This design comes from an exercise in tuning for small area, a short achievable clock period and few clock cycles on the open sky130 flow, not from production work.
Where RTL was checked, it was by simulation tests only, not by an equivalence proof against the original.
Power figures rest on the tool's default switching activity, not on a simulated workload.

// montctx32
module montctx32 (
    input  wire        clk,
    input  wire        rst,       
    input  wire        start,     
    input  wire [1:0]  variant,
    input  wire [31:0] n,
    output wire        ready,
    output reg         done,
    output wire [3:0]  status,
    output wire [31:0] ninv,
    output reg  [31:0] rmodn,
    output wire [31:0] r2modn
);
Settings: LEC_CHECK=0, CAP_MARGIN=20, CORE_MARGIN=2, CORE_UTILIZATION=40, SETUP_SLACK_MARGIN=2.4, SLEW_MARGIN=20, TNS_END_PERCENT=0; clock period 5.0 ns.
run.sh (not shown) runs the stock make flow with config.mk's settings and CLKGATE_MAP_FILE= SYNTH_SCRIPT=/design/flow/synth_recipe.tcl, a recipe that flattens the netlist after the stock synthesis.
The baseline ran to the end with no violations.
Edit:
SETUP_SLACK_MARGIN = 2.0   (was 2.4)
Register-to-register slack loses 0.14 ns; total power falls by a few percent; combinational power falls by a few percent.
No functional check of the RTL was part of any run of this note.

The RTL this note starts from:
==> flow/design.v <==
module montctx32 (
    input  wire        clk,
    input  wire        rst,       
    input  wire        start,     
    input  wire [1:0]  variant,
    input  wire [31:0] n,
    output wire        ready,
    output reg         done,
    output wire [3:0]  status,
    output wire [31:0] ninv,
    output reg  [31:0] rmodn,
    output wire [31:0] r2modn
);
    localparam [1:0] S_IDLE  = 2'd0,
                     S_SETUP = 2'd1,
                     S_RUN   = 2'd2;
    reg [1:0]  state;
    reg        ready_q;
    reg [4:0]  cnt;
    reg [31:0] n_q;
    reg [33:0] n3_q;      
    reg [1:0]  v_q;
    reg [1:0]  st_q;      
    reg        st0_q;     
    reg [31:0] r_q;       
    reg [31:0] z_q;       
    reg [31:0] c_q;       
    reg        cin_q;     
    assign ready  = ready_q;
    assign status = {1'b0, st_q, st0_q};
    assign ninv   = z_q;
    assign r2modn = r_q;
    wire accept = start & ready_q;
    reg [31:0] maxmod;
    always @(*) begin
        case (v_q)
            2'd0: maxmod = 32'hFFFF_FFFF;
            2'd1: maxmod = 32'h7FFF_FFFF;
            2'd2: maxmod = 32'h3FFF_FFFF;
            default: maxmod = 32'h2AAA_AAA9;
        endcase
    end
    wire is_even  = ~n_q[0];
    wire is_one   = (n_q == 32'd1);
    wire is_range = (n_q > maxmod);
    wire bad      = is_even | is_one | is_range;
    wire [31:0] smear;
    genvar g;
    generate
        for (g = 0; g < 32; g = g + 1) begin : g_smear
            assign smear[g] = |n_q[31:g];
        end
    endgenerate
    wire [31:0] msb    = smear & ~{1'b0, smear[31:1]};
    wire [31:0] r_init = (msb | {1'b0, msb[31:1]}) & 32'h5555_5555;
    reg  [4:0]  half;                                
    integer k;
    always @(*) begin
        half = 5'd0;
        for (k = 1; k < 32; k = k + 2)
            if (n_q[k] | n_q[k-1]) half = (k - 1) >> 1;
    end
    wire [33:0] r4  = {r_q, 2'b00};
    wire [34:0] c1  = {1'b0, r4} - {3'b0, n_q};
    wire [34:0] c2  = {1'b0, r4} - {2'b0, n_q, 1'b0};
    wire [34:0] c3  = {1'b0, r4} - {1'b0, n3_q};
    wire [31:0] r_next = !c3[34] ? c3[31:0] :
                         !c2[34] ? c2[31:0] :
                         !c1[34] ? c1[31:0] : r4[31:0];
    wire [1:0]  t_lo = z_q[1:0] + c_q[1:0] + {1'b0, cin_q};
    wire        d0 = t_lo[0];
    wire        d1 = t_lo[1] ^ (t_lo[0] & n_q[1]);
    wire [31:0] dn = d1 ? (d0 ? n3_q[31:0] : {n_q[30:0], 1'b0})
                        : (d0 ? n_q : 32'd0);
    wire [31:0] fa_s = z_q ^ c_q ^ ~dn;
    wire [31:0] fa_c = (z_q & c_q) | (z_q & ~dn) | (c_q & ~dn);
    wire [32:0] cy   = {fa_c, cin_q};                 
    wire [2:0]  lo_sum = {1'b0, fa_s[1:0]} + {1'b0, cy[1:0]} + 3'd1;
    wire        cin_nx = lo_sum[2];
    wire [31:0] tmask;                   
    generate
        for (g = 0; g < 30; g = g + 1) begin : g_mask
            assign tmask[g] = ({cnt[3:0], 1'b0} <= 5'd29 - g);
        end
    endgenerate
    assign tmask[31:30] = 2'b00;
    wire [31:0] z_next = {d1, d0, (tmask[29:0] & fa_s[31:2]) | (~tmask[29:0] & z_q[31:2])};
    wire [31:0] c_next = {2'b00, tmask[29:0] & cy[31:2]};
    always @(posedge clk) begin
        done <= 1'b0;
        n3_q <= {2'b0, n_q} + {1'b0, n_q, 1'b0};
        case (state)
            S_SETUP: begin
                r_q   <= r_init;
                z_q   <= 32'd1;
                c_q   <= 32'd0;
                cin_q <= 1'b0;
                cnt   <= half;
                st_q  <= {bad, ~is_even & ~is_one & is_range};
                st0_q <= ~is_even & is_one;
                if (bad) begin
                    done  <= 1'b1;
                    state <= S_IDLE;
                end else begin
                    state <= S_RUN;
                end
            end
            S_RUN: begin
                r_q <= r_next;
                z_q   <= (cnt == 5'd15) ? 32'd1 : z_next;
                c_q   <= (cnt == 5'd15) ? 32'd0 : c_next;
                cin_q <= (cnt != 5'd15) & cin_nx;
                cnt <= cnt + 5'd1;
                if (cnt == 5'd16)
                    rmodn <= r_q;
                if (cnt == 5'd31) begin
                    done  <= 1'b1;
                    state <= accept ? S_SETUP : S_IDLE;
                end
            end
            default: begin
                r_q   <= r_next;
                z_q   <= z_next;
                c_q   <= c_next;
                cin_q <= cin_nx;
                if (accept)
                    state <= S_SETUP;
            end
        endcase
        if (accept) begin
            n_q <= n;
            v_q <= variant;
        end
        ready_q <= 1'b0;
        if ((state == S_IDLE & ~accept) | (state == S_SETUP & bad) |
            (state == S_RUN & cnt == 5'd31 & ~accept) |
            (state == S_RUN & cnt == 5'd30))
            ready_q <= 1'b1;
        if (rst) begin
            state   <= S_IDLE;
            done    <= 1'b0;
            ready_q <= 1'b1;
        end
    end
endmodule
Settings: LEC_CHECK=0, CAP_MARGIN=20, CORE_MARGIN=2, CORE_UTILIZATION=40, SETUP_SLACK_MARGIN=2.0, SLEW_MARGIN=20; clock period 5.0 ns.
Change:
--- a/flow/config.mk
+++ b/flow/config.mk
@@ -12 +12,2 @@
 export SLEW_MARGIN = 20
+export TNS_END_PERCENT = 0
After rerunning: Routed wire length fell by 2.8%; area after synthesis is unchanged; via count decreases by 3.2%; clock skew falls by 0.022 ns.
Function was not checked in any run of this note: the RTL went through the layout flow alone.

montctx32, a different RTL version from the one above (not shown whole).
Size in the first run: ~1600 cells after synthesis, ~210 flip-flops, roughly 140 I/O pins.
## montctx32
module montctx32 (
    input  wire        clk,
    input  wire        rst,       
    input  wire        start,     
    input  wire [1:0]  variant,
    input  wire [31:0] n,
    output wire        ready,
    output reg         done,
    output wire [3:0]  status,
    output wire [31:0] ninv,
    output reg  [31:0] rmodn,
    output wire [31:0] r2modn
);
    localparam [1:0] S_IDLE  = 2'd0,
                     S_SETUP = 2'd1,
                     S_RUN   = 2'd2;
    reg [1:0]  state;
    reg        ready_q;
    reg [4:0]  cnt;
    reg [31:0] n_q;
    reg [33:0] n3_q;      
    reg [1:0]  v_q;
    reg [1:0]  st_q;      
    reg        st0_q;     
    reg [31:0] r_q;       
    reg [31:0] z_q;       
    reg [31:0] c_q;       
    reg        cin_q;     
    assign ready  = ready_q;
    assign status = {1'b0, st_q, st0_q};
    assign ninv   = z_q;
    assign r2modn = r_q;
    wire accept = start & ready_q;
    reg [31:0] maxmod;
    always @(*) begin
        case (v_q)
            2'd0: maxmod = 32'hFFFF_FFFF;
            2'd1: maxmod = 32'h7FFF_FFFF;
  ...
==> flow/config.mk <==
export PLATFORM = sky130hd
export DESIGN_NAME = montctx32
export DESIGN_NICKNAME = montctx32
export VERILOG_FILES = /design/flow/design.v
export SDC_FILE = /design/flow/constraint.sdc
export NUM_CORES = 4
export LEC_CHECK = 0
export CAP_MARGIN = 20
export CORE_MARGIN = 2
export CORE_UTILIZATION = 60
export SETUP_SLACK_MARGIN = 2.4
export SLEW_MARGIN = 20
export TNS_END_PERCENT = 0
==> flow/constraint.sdc <==
create_clock -name core_clock -period 5.0 [get_ports {clk}]
set_input_delay 1.0000 -clock core_clock [delete_from_list [all_inputs] [get_ports {clk}]]
set_output_delay 1.0000 -clock core_clock [all_outputs]
set_load 0.01 [all_outputs]
Testbench counts at the start, summed over its fixed seeds: cycles 41,451.
Change:
Settings changed: CORE_UTILIZATION 60 to 55, PLACE_DENSITY from default to 0.75.
Outcome: Wire length is higher by 7.8%. Combinational power is higher by about 9%. Die area is higher by 8.9%. Core utilization is lower by 3.8 points. Maximum frequency hardly moves. Area after synthesis is unchanged. Via count is higher by 4.1%.
Change:
Settings changed: PLACE_DENSITY 0.75 to default.
Effect: Critical path depth rises by 2. Synthesized cell count stays the same. Worst setup slack improved by 93 ps. Total power drops by about 2%. Sequential cell count is unchanged. Worst hold slack improves by 5.4 ps. Non-clock buffer count decreases by 13. Cell count came out lower by about 0.47%. Combinational power came out lower by 5.4%. Count of clock-buffer cells in the layout decreases by 3. Routed wire length decreases by 1.1%.

-- separate check: timing with driven ports --
In the flow no input, the clock included, has a driving cell. The finished layouts below were timed again as built, in two steps.
Step 1 assumes that a clkbuf_16 drives the clock port and a buf_2 every other input.
Step 2 moves the port delays by t, midway between the first and last clock arrival at a register: inputs arrive t later, outputs are due t later. That takes back most of the time a late clock gives input paths.
a / b / c = ideal / step 1 / step 2; a / b = the first two.
run | t (ns) | setup slack, ns | hold slack, ns | latest minus earliest clock arrival (ns)
the first run of note 1 | 0.609 | 1.759 / 1.759 / 1.759 | 0.526 / 0.526 / 0.526 | 0.018 / 0.019
the second run of note 1 | 0.605 | 1.616 / 1.616 / 1.616 | 0.520 / 0.520 / 0.520 | 0.018 / 0.018
the first run of note 2 | 0.611 | 1.820 / 1.820 / 1.820 | 0.515 / 0.515 / 0.515 | 0.035 / 0.035
the second run of note 2 | 0.617 | 1.701 / 1.701 / 1.701 | 0.522 / 0.522 / 0.522 | 0.014 / 0.013
the first run of note 3 | 0.574 | 1.726 / 1.726 / 1.726 | 0.493 / 0.493 / 0.493 | 0.010 / 0.010
the second run of note 3 | 0.573 | 1.734 / 1.734 / 1.734 | 0.489 / 0.489 / 0.489 | 0.009 / 0.009
the third run of note 3 | 0.589 | 1.827 / 1.827 / 1.827 | 0.495 / 0.495 / 0.495 | 0.016 / 0.015
After both steps setup and hold are still met in every run listed.
